From an optimization exercise on the open Yosys and OpenROAD flow, aimed at small area and a short achievable clock period; shortcuts taken in it are not production practice. For this run, only the layout was checked, not whether the RTL still works. Power figures rest on the tool's default switching activity, not on a simulated workload.

[config.mk]
export PLATFORM = sky130hd
export DESIGN_NAME = ook_decoder
export DESIGN_NICKNAME = ook_decoder
export VERILOG_FILES = /design/flow/design.v
export SDC_FILE = /design/flow/constraint.sdc
export NUM_CORES = 4
export LEC_CHECK = 0
export CAP_MARGIN = 20
export CORE_MARGIN = 2
export CORE_UTILIZATION = 60
export CTS_CLUSTER_DIAMETER = 100
export CTS_CLUSTER_SIZE = 20
export SLEW_MARGIN = 20
[constraint.sdc]
create_clock -name core_clock -period 10.0 [get_ports {clk}]
set_input_delay 2.0000 -clock core_clock [delete_from_list [all_inputs] [get_ports {clk}]]
set_output_delay 2.0000 -clock core_clock [all_outputs]
set_load 0.01 [all_outputs]
[design.v]
module ook_window (
    input  wire [31:0] x,
    input  wire [31:0] t0,
    output wire        in_mark,
    output wire        in_bit,    
    output wire        lo_one,    
    output wire        in_gap
);
    wire [8:0] dl9 = {1'b0, x[7:0]} - {1'b0, t0[7:0]};
    wire [7:0] dl  = dl9[7:0];
    wire       b8  = dl9[8];
    wire [4:0] xh5 = x[12:8];
    wire [4:0] th5 = t0[12:8];
    function automatic dh_is(input [4:0] xv, input [4:0] tv, input [4:0] k);
        dh_is = (xv == tv + k);
    endfunction
    wire dh1  = b8 ? dh_is(xh5, th5, 5'd2)  : dh_is(xh5, th5, 5'd1);
    wire dh2  = b8 ? dh_is(xh5, th5, 5'd3)  : dh_is(xh5, th5, 5'd2);
    wire dh3  = b8 ? dh_is(xh5, th5, 5'd4)  : dh_is(xh5, th5, 5'd3);
    wire dh4  = b8 ? dh_is(xh5, th5, 5'd5)  : dh_is(xh5, th5, 5'd4);
    wire dh7  = b8 ? dh_is(xh5, th5, 5'd8)  : dh_is(xh5, th5, 5'd7);
    wire dh8  = b8 ? dh_is(xh5, th5, 5'd9)  : dh_is(xh5, th5, 5'd8);
    wire dh15 = b8 ? dh_is(xh5, th5, 5'd16) : dh_is(xh5, th5, 5'd15);
    wire dh16 = b8 ? dh_is(xh5, th5, 5'd17) : dh_is(xh5, th5, 5'd16);
    wire b13 = x[12:0] < t0[12:0];
    genvar i;
    wire [18:0] xh = x[31:13];
    wire [18:0] th = t0[31:13];
    wire        hi_eq0 = &(xh ~^ th);
    wire [18:0] hD = xh ^ th;
    wire [17:0] hc1, hc2;
    generate
        for (i = 0; i < 18; i = i + 1) begin : inc
            assign hc1[i] = !hD[i+1] | (hD[i] & th[i]);
            assign hc2[i] = !hD[i] | hD[i+1] | !th[i];
        end
    endgenerate
    wire        hi_eq1 = hD[0] & (&hc1) & (&hc2);
    wire        hi_ok  = b13 ? hi_eq1 : hi_eq0;
    wire lo_mark = (dh1  && dl >= 8'h90) || (dh2  && dl <= 8'h58);
    wire lo_zero = (dh3  && dl >= 8'h84) || (dh4  && dl <= 8'h4C);
    assign lo_one = (dh7  && dl >= 8'h6C) || (dh8  && dl <= 8'h34);
    wire lo_gap  = (dh15 && dl >= 8'h3C) || (dh16 && dl <= 8'h04);
    assign in_mark = hi_ok && lo_mark;
    assign in_bit  = hi_ok && (lo_zero || lo_one);
    assign in_gap  = hi_ok && lo_gap;
endmodule
module ook_assembler (
    input  wire        clk,
    input  wire        rst,
    input  wire        edge_valid,
    input  wire        edge_level,
    input  wire [31:0] edge_ts,
    input  wire        do_bit,      
    input  wire        do_gap,      
    output wire        in_mark,
    output wire        in_bit,
    output wire        in_gap,
    output reg         got_mark,
    output wire        bc36,        
    output wire [63:0] enq_frame    
);
    reg [31:0] t0;
    reg [63:0] acc;
    reg        acc_zero;
    reg        pend_v;
    reg        pend_bit;
    reg        pend_zero;
    reg        pend_gap;
    reg [7:0]  bit_count;   
    wire lo_one;
    ook_window u_win (
        .x       (edge_ts),
        .t0      (t0),
        .in_mark (in_mark),
        .in_bit  (in_bit),
        .lo_one  (lo_one),
        .in_gap  (in_gap)
    );
    assign bc36      = !pend_gap && (pend_v ? (bit_count == 8'd35) : (bit_count == 8'd36));
    assign enq_frame = acc;
    always @(posedge clk) begin
        if (rst) begin
            t0        <= 32'd0;
            got_mark  <= 1'b0;
            acc_zero  <= 1'b1;
        end else if (edge_valid) begin
            t0 <= edge_ts;
            if (!edge_level) begin
                got_mark <= in_mark;
            end else if (do_bit) begin
                acc_zero  <= 1'b0;
            end else if (do_gap) begin
                acc_zero  <= 1'b1;
            end
        end
    end
    always @(posedge clk) begin
        pend_v    <= do_bit && !rst;
        pend_gap  <= do_gap && !rst;
        pend_bit  <= lo_one;
        pend_zero <= acc_zero;
        if (pend_v)
            acc <= {acc[62:0] & {63{!pend_zero}}, pend_bit};
        if (rst || pend_gap)
            bit_count <= 8'd0;
        else if (pend_v)
            bit_count <= bit_count + 8'd1;
    end
endmodule
module ook_queue #(
    parameter QCAP = 10
) (
    input  wire        clk,
    input  wire        rst,
    input  wire        enq,
    input  wire [63:0] enq_frame,
    input  wire        deq,         
    output wire        empty,
    output wire        full,
    output wire [29:0] head_fields,
    output wire        head_match,  
    output wire        ovf          
);
    function [29:0] fields(input [63:0] f);
        fields = {f[35:27], f[25], f[23:12], f[7:0]};
    endfunction
    reg [63:0]     newest;                  
    reg [29:0]     fld [1:QCAP-1];          
    reg [QCAP-1:0] match;                   
    reg            pend;                    
    reg [QCAP-1:0] occ_m;                   
    wire [QCAP-1:0] occ = pend ? {occ_m[QCAP-2:0], 1'b1} : occ_m;
    assign full = occ[QCAP-1];
    assign empty = !occ[0];
    assign ovf   = enq && full && !deq;
    wire new_match = (enq_frame == newest) && (enq_frame[11:8] == 4'b1111);
    integer i;
    always @(posedge clk) begin
        if (pend) begin
            newest   <= enq_frame;
            match[0] <= new_match;
            fld[1]   <= fields(newest);
            match[1] <= match[0];
            for (i = 2; i < QCAP; i = i + 1) begin
                fld[i]   <= fld[i-1];
                match[i] <= match[i-1];
            end
        end
    end
    wire [QCAP:0] last = ({1'b0, occ} & ~{2'b0, occ[QCAP-1:1]}) & {(QCAP+1){!rst}};
    reg [29:0] h_f;
    reg        h_m;
    always @(*) begin
        h_f = 30'd0;
        h_m = 1'b0;
        if (pend && last[0]) begin
            h_f = fields(enq_frame);
            h_m = new_match;
        end
        if (pend ? last[1] : last[0]) begin
            h_f = h_f | fields(newest);
            h_m = h_m | match[0];
        end
        for (i = 1; i < QCAP; i = i + 1)
            if (pend ? last[i+1] : last[i]) begin
                h_f = h_f | fld[i];
                h_m = h_m | match[i];
            end
    end
    assign head_fields = h_f;
    assign head_match  = h_m;
    always @(posedge clk) begin
        if (rst) begin
            pend  <= 1'b0;
            occ_m <= {QCAP{1'b0}};
        end else begin
            pend  <= enq;
            occ_m <= deq ? {1'b0, occ[QCAP-1:1]} : occ;
        end
    end
endmodule
module ook_evaluator (
    input  wire        clk,
    input  wire        rst,
    input  wire        tick,
    input  wire        q_empty,
    input  wire [29:0] q_fields,
    input  wire        q_match,
    output wire        deq,
    output reg         rec_valid,
    output wire [7:0]  rec_id,
    output wire        rec_battery_ok,
    output wire [7:0]  rec_channel,
    output wire [15:0] rec_temp,
    output wire [7:0]  rec_hum
);
    reg        drain;
    reg        ref_ok;
    reg        two_valid;
    reg [29:0] r_f;
    assign deq = drain && !q_empty;
    wire accept = deq && !two_valid && ref_ok && q_match;
    always @(posedge clk) begin
        if (rst) begin
            drain     <= 1'b0;
            ref_ok    <= 1'b0;
            two_valid <= 1'b0;
            rec_valid <= 1'b0;
        end else begin
            rec_valid <= accept;
            ref_ok    <= deq;
            if (!drain) begin
                if (tick)
                    drain <= 1'b1;
            end else if (q_empty) begin
                drain     <= 1'b0;
                two_valid <= 1'b0;
            end else if (accept) begin
                two_valid <= 1'b1;
            end
        end
    end
    always @(posedge clk) begin
        if (rst || accept)
            r_f <= q_fields;
    end
    assign rec_id         = r_f[29:22];
    assign rec_battery_ok = r_f[21];
    assign rec_channel    = {6'd0, r_f[20], 1'b0};
    assign rec_temp       = {{4{r_f[19]}}, r_f[19:8]};
    assign rec_hum        = r_f[7:0];
endmodule
module ook_events (
    input  wire rst,
    input  wire edge_valid,
    input  wire edge_level,
    input  wire got_mark,
    input  wire in_bit,
    input  wire in_gap,
    input  wire bc36,
    input  wire ovf_ok,       
    input  wire desync_ok,    
    output wire do_bit,
    output wire do_gap,
    output wire enq,
    output wire ovf_en,       
    output wire desync_en     
);
    wire rise = edge_valid && edge_level && got_mark;
    assign do_bit    = rise && in_bit;
    assign do_gap    = rise && in_gap;
    assign enq       = do_gap && bc36;
    assign ovf_en    = rst || (do_gap && bc36 && ovf_ok);
    assign desync_en = rst || (do_gap && !bc36 && desync_ok);
endmodule
module ook_decoder (
    input  wire        clk,
    input  wire        rst,
    input  wire        edge_valid,
    input  wire        edge_level,
    input  wire [31:0] edge_ts,
    input  wire        tick,
    output wire        rec_valid,
    output wire [7:0]  rec_id,
    output wire        rec_battery_ok,
    output wire [7:0]  rec_channel,
    output wire [15:0] rec_temp,
    output wire [7:0]  rec_hum,
    output reg  [15:0] ovf_count,
    output reg  [15:0] desync_count
);
    wire        in_mark, in_bit, in_gap, got_mark, bc36;
    wire        do_bit, do_gap, enq, ovf_en, desync_en;
    wire [63:0] enq_frame;
    wire        deq;
    wire        q_empty;
    wire        q_full;
    wire [29:0] q_fields;
    wire        q_match;
    wire        ovf;
    ook_assembler u_asm (
        .clk        (clk),
        .rst        (rst),
        .edge_valid (edge_valid),
        .edge_level (edge_level),
        .edge_ts    (edge_ts),
        .do_bit     (do_bit),
        .do_gap     (do_gap),
        .in_mark    (in_mark),
        .in_bit     (in_bit),
        .in_gap     (in_gap),
        .got_mark   (got_mark),
        .bc36       (bc36),
        .enq_frame  (enq_frame)
    );
    ook_events u_ev (
        .rst        (rst),
        .edge_valid (edge_valid),
        .edge_level (edge_level),
        .got_mark   (got_mark),
        .in_bit     (in_bit),
        .in_gap     (in_gap),
        .bc36       (bc36),
        .ovf_ok     (q_full && !deq && !(&ovf_count)),
        .desync_ok  (!(&desync_count)),
        .do_bit     (do_bit),
        .do_gap     (do_gap),
        .enq        (enq),
        .ovf_en     (ovf_en),
        .desync_en  (desync_en)
    );
    ook_queue u_queue (
        .clk         (clk),
        .rst         (rst),
        .enq         (enq),
        .enq_frame   (enq_frame),
        .deq         (deq),
        .empty       (q_empty),
        .full        (q_full),
        .head_fields (q_fields),
        .head_match  (q_match),
        .ovf         (ovf)
    );
    ook_evaluator u_eval (
        .clk            (clk),
        .rst            (rst),
        .tick           (tick),
        .q_empty        (q_empty),
        .q_fields       (q_fields),
        .q_match        (q_match),
        .deq            (deq),
        .rec_valid      (rec_valid),
        .rec_id         (rec_id),
        .rec_battery_ok (rec_battery_ok),
        .rec_channel    (rec_channel),
        .rec_temp       (rec_temp),
        .rec_hum        (rec_hum)
    );
    wire [15:0] ovf_inc, desync_inc;
    genvar k;
    generate
        for (k = 0; k < 16; k = k + 1) begin : inc
            if (k == 0) begin : b0
                assign ovf_inc[k]    = ~ovf_count[k];
                assign desync_inc[k] = ~desync_count[k];
            end else begin : bk
                assign ovf_inc[k]    = ovf_count[k]    ^ (&ovf_count[k-1:0]);
                assign desync_inc[k] = desync_count[k] ^ (&desync_count[k-1:0]);
            end
        end
    endgenerate
    always @(posedge clk) begin
        if (ovf_en)
            ovf_count <= ovf_inc & {16{!rst}};
        if (desync_en)
            desync_count <= desync_inc & {16{!rst}};
    end
endmodule
[flow/run.sh]
#!/bin/bash
# The standard layout (standard.sh), with these changes:
# - synthesis leaves adders to ABC instead of mapping them to the
#   library's half/full adder cells (ADDER_MAP_FILE empty), so that the
#   timestamp window logic is built as shallow logic;
# - the timing repair after placement, CTS and global routing aims for a
#   margin below the clock period;
# - the port buffers are a small plain buffer cell.
set -euo pipefail
bash standard.sh ADDER_MAP_FILE= SETUP_SLACK_MARGIN=6 \
  "BUFFER_PORTS_ARGS=-buffer_cell sky130_fd_sc_hd__buf_2" finish > flow_standard.log 2>&1
[standard.sh]
#!/bin/bash
# synth_recipe.tcl (not shown) runs the flow's synth.tcl, then flattens the netlist and writes it again
# the make line also repeats each setting of config.mk as NAME=value (left out here)
make -C /OpenROAD-flow-scripts/flow DESIGN_CONFIG=/design/flow/config.mk WORK_HOME=/design/flow/orfs CLKGATE_MAP_FILE= SYNTH_SCRIPT=/design/flow/synth_recipe.tcl "${@:-finish}"
==> summary.txt <==
==> worst register-to-register path, cell delays in order, from the launching register on <==
cell and delay [ns]:
edfxtp_1 0.50, xnor2_1 0.33, nand4_1 0.14, nor4_1 0.34, nand3_1 0.19, nor4_1 0.53, a211oi_1 0.21, nor4b_4 0.51
or2_4 0.41
==> cells by family (layout without fill, tap and decap cells) <==
group | Yosys count | after routing
multiplexers | 51 | 51
AO/OA/AOI/OAI | 274 | 274
AND/OR/NAND/NOR | 456 | 457
XOR/XNOR | 139 | 139
other | 1 | 7
adder cells (fa/ha/maj) | 3 | 3
buffers and inverters | 95 | 195
flip-flops | 531 | 531
==> registers in the layout (all words and copies together) (netlist names), 8 cells and up <==
register / cells
desync_count: 16
ovf_count: 16
u_asm.acc: 64
u_asm.bit_count: 8
u_asm.t0: 32
u_eval.r_f: 30
u_queue.fld: 270
u_queue.match: 10
u_queue.newest: 64
u_queue.occ_m: 10
==> cells in the final DEF (no fill, tap or decap), types with 19 or more instances in the layout <==
cell,count
nor2b_1,84
nand2b_1,29
buf_4,28
xnor2_1,61
xor2_1,68
nand2_1,45
dfxtp_1,58
o21ai_0,19
a22o_1,58
a221oi_1,57
a21oi_1,27
nand3_1,44
nor2_1,127
edfxtp_1,470
mux2i_1,43
a222oi_1,30
buf_2,99
nor3_1,22
clkbuf_16,30
==> repair_timing <==
action / 4_1_cts / 5_1_grt
pin swaps: 4 / 6
gates resized for setup: 21 / 19
buffers inserted: 18 / 5
hold buffers: 0 / 0
endpoints found under the setup margin: 66 / 53
gates cloned: 1 / 0
==> metal layers <==
layer  vias to the layer above  GRT usage (%)  routed length [um]
met1                      6534          35.66               20650
met4                         2          6.481                1265
met3                        77          3.953                3133
met2                       458          39.60               22600
li1                       6167              -                   -
met5                         -              0                  13
==> how the worst max path moves through the flow <==
stage | start | to | slack [ns] | cells after the start
finish | edge_ts[23] | desync_count[10] | 5.60 | 11
CTS | edge_ts[23] | desync_count[10] | 5.60 | 11
global route | edge_ts[23] | u_asm.got_mark | 5.58 | 19
global placement | edge_ts[14] | ovf_count[6] | 4.76 | 10
detailed placement | edge_ts[14] | desync_count[9] | 4.70 | 10
floorplan | edge_ts[23] | desync_count[0] | 5.36 | 9
==> power groups by stage <==
stage / combinational [mW] / sequential [mW] / clock [mW]
floorplan: 0.133 / 2.47 / 0
global placement: 0.183 / 2.47 / 0
detailed placement: 0.185 / 2.47 / 0
CTS: 0.193 / 2.42 / 1.27
global route: 0.222 / 2.43 / 1.34
finish: 0.202 / 2.42 / 1.24
==> final cells by class <==
type                            instances  share of cell area, %
Tap cell                              468                  2.397
Clock inverter                          2                 0.1690
Multi-Input combinational cell        931                  27.44
Clock buffer                           39                  3.211
Inverter                               10                 0.1536
Sequential cell                       531                  62.80
Timing Repair Buffer                  144                  3.831
==> stage by stage <==
stage,worst slack (ns),cell area [um^2],cells
floorplan,5.360,22280,1556
global placement,4.760,23190,2060
detailed placement,4.703,23190,2060
CTS,5.597,24290,2120
global route,5.576,24430,2125
finish,5.603,24430,2125
==> impl_metrics.tcl <==
set metrics [dict create \
    maxSlewViolCount 0 \
    syn_area_per_cell_um2 14.32 \
    worstHoldEndpoint "u_asm.pend_zero" \
    r2r_start "u_asm.acc[19]" \
    synth-compound-area-share_pct 10.13 \
    worst_hold_startpoint "u_asm.acc_zero" \
    cts_root_buffer "clkbuf_16" \
    leakagePower_nw 8.207 \
    ys.flop_type "edfxtp_1" \
    yosysTopAreaCell "edfxtp_1" \
    areaGrowthSynthToFinish_pct 10.06 \
    cp_common_cell "or4_4" \
    synthSimpleGateAreaFrac_pct 10.83 \
    n_fill_cell 2678 \
    die_h_um 196.3 \
    syn_area_mm2 0.02220 \
    min_period_ns 4.397 \
    drc 0 \
    rows 70 \
    gp_congestion 0.8404 \
    worst_slew_pin_slew_ns 1.170 \
    yosysMostFrequentCell "edfxtp_1" \
    finalNetCount 1685 \
    synthDistinctLibCells 84 \
    via_count 13238 \
    yosysWarningCount 6 \
    seq_area_frac_synth_pct 69.08 \
    clkPwrFrac_pct 32.1 \
    hold_viol 0 \
    synthMuxAreaShare_pct 2.345 \
    insertion_delay_ns 0.62 \
    grt_pass1_vias 12688 \
    multi_input_area_mm2 0.006704 \
    synth_edf_count 470 \
    p_total_mw 3.866 \
    synth_area_leaders "edfxtp_1 (64%), dfxtp_1 (5.5%), xor2_1 (2.8%)" \
    slowest_stage "or4_4" \
    final_util_pct 66.89 \
    ir_worst_vdd_mv 0.1700 \
    path_cells "buf_8, xor2_2, nand4b_1, or4_4, or4_4, a41o_1, o21ai_2, nand4_1, a311o_2, o21bai_4, buf_12" \
    startpoint_type "primary input" \
    dp_hpwl_mm 27.59 \
    maxCapViolCount 0 \
    power.switching_mw 0.8271 \
    cp_max_fo 12 \
    cts_buffer_depth 3 \
    die_area_mm2 0.03855 \
    clock_sinks 531 \
    path_class "in -> reg" \
    synth_cells 1550 \
    drive_gt1_share_pct 14.30 \
    wire_per_inst_um 22.43 \
    synth-adder-area-share_pct 0.1353 \
    synth_top_area_share_pct 63.58 \
    fin_crit_sh_pct 43.97 \
    arrival_ns 4.71 \
    synth_top_family_by_area "simple AND/OR/NAND/NOR gates" \
    maxSlewHeadroom_pct 21.97 \
    rsz0062_at_grt "true" \
    grt_usage_pct 24.69 \
    cp.buffers_inverters 2 \
    grt_overflow 0 \
    diodes 0 \
    status "complete, no violations" \
    reg2regPathDepth 8 \
    synth-seq-cells 531 \
    seq_area_mm2 0.01534 \
    critical-path-max-stage-delay_ns 0.51 \
    crit_family "simple AND/OR/NAND/NOR gates" \
    seq_power_share_pct 62.6 \
    grt_pass1_wl_mm 73.63 \
    finClkSkew_ns 0.03061 \
    synth_common_cells "edfxtp_1 (470), nor2_1 (128), nor2b_1 (85)" \
    worst-r2r-setup-slack_ns 6.50 \
    power.density_mw_per_mm2 158.2 \
    async_flop_share_pct 0 \
    core_area_mm2 0.03652 \
    fp.dieW_um 196.3 \
    numCtsBuffers 30 \
    cts_tree "done" \
    setup_viol 0 \
    routed_wirelength_mm 47.66 \
    required_ns 10.32 \
    fin_tns_setup_ns 0 \
    drt_iter0_drc 1312 \
    intPower_mw 3.039 \
    dr.pass1.iters 6 \
    synth_xor_area_share_pct 5.586 \
    netSwitchingFraction_pct 21.40 \
    hp-class "reg -> reg" \
    viasPerCell 6.230 \
    path_clk_slew_ns 0.08 \
    htreeDepth 1 \
    end_kind "flip-flop" \
    ioPinCount 111 \
    combPwrFrac_pct 5.2 \
    start_util_pct 60.78 \
    port_buffers 103 \
    ant_nets 0 \
    grt_max_degree 187 \
    holdWs_ns 0.3508 \
    max_freq_mhz 227.4 \
    antenna_found_initial 1 \
    r2r-end "u_eval.r_f[0]" \
    whs_path_depth 0 \
]

## port drivers added, routing unchanged
No port has a modelled driver above. Below, the same layout with a new extraction and two added sets of constraints.
Step 1 (the two cells are an assumption about what drives the block):
set clk [get_ports {clk}]
set_driving_cell -lib_cell sky130_fd_sc_hd__clkbuf_16 $clk
set_driving_cell -lib_cell sky130_fd_sc_hd__buf_2 [delete_from_list [all_inputs] $clk]
Step 2 adds t to the input delays and takes it off the output delays; t is the mean of the earliest and latest rising clock arrival at the registers after step 1. Input paths then give back, and output paths get back, about the clock's delay inside the block.
Three values: ideal, step 1, step 2; two values: the first two.
t (ns): 0.659
slack for setup (ns): 5.603 / 5.621 / 4.963
worst setup path at the end: input to register
After both steps setup and hold are still met in this run. The setup slack of this run moves by +0.018 ns with the drivers and by -0.640 ns with both steps.
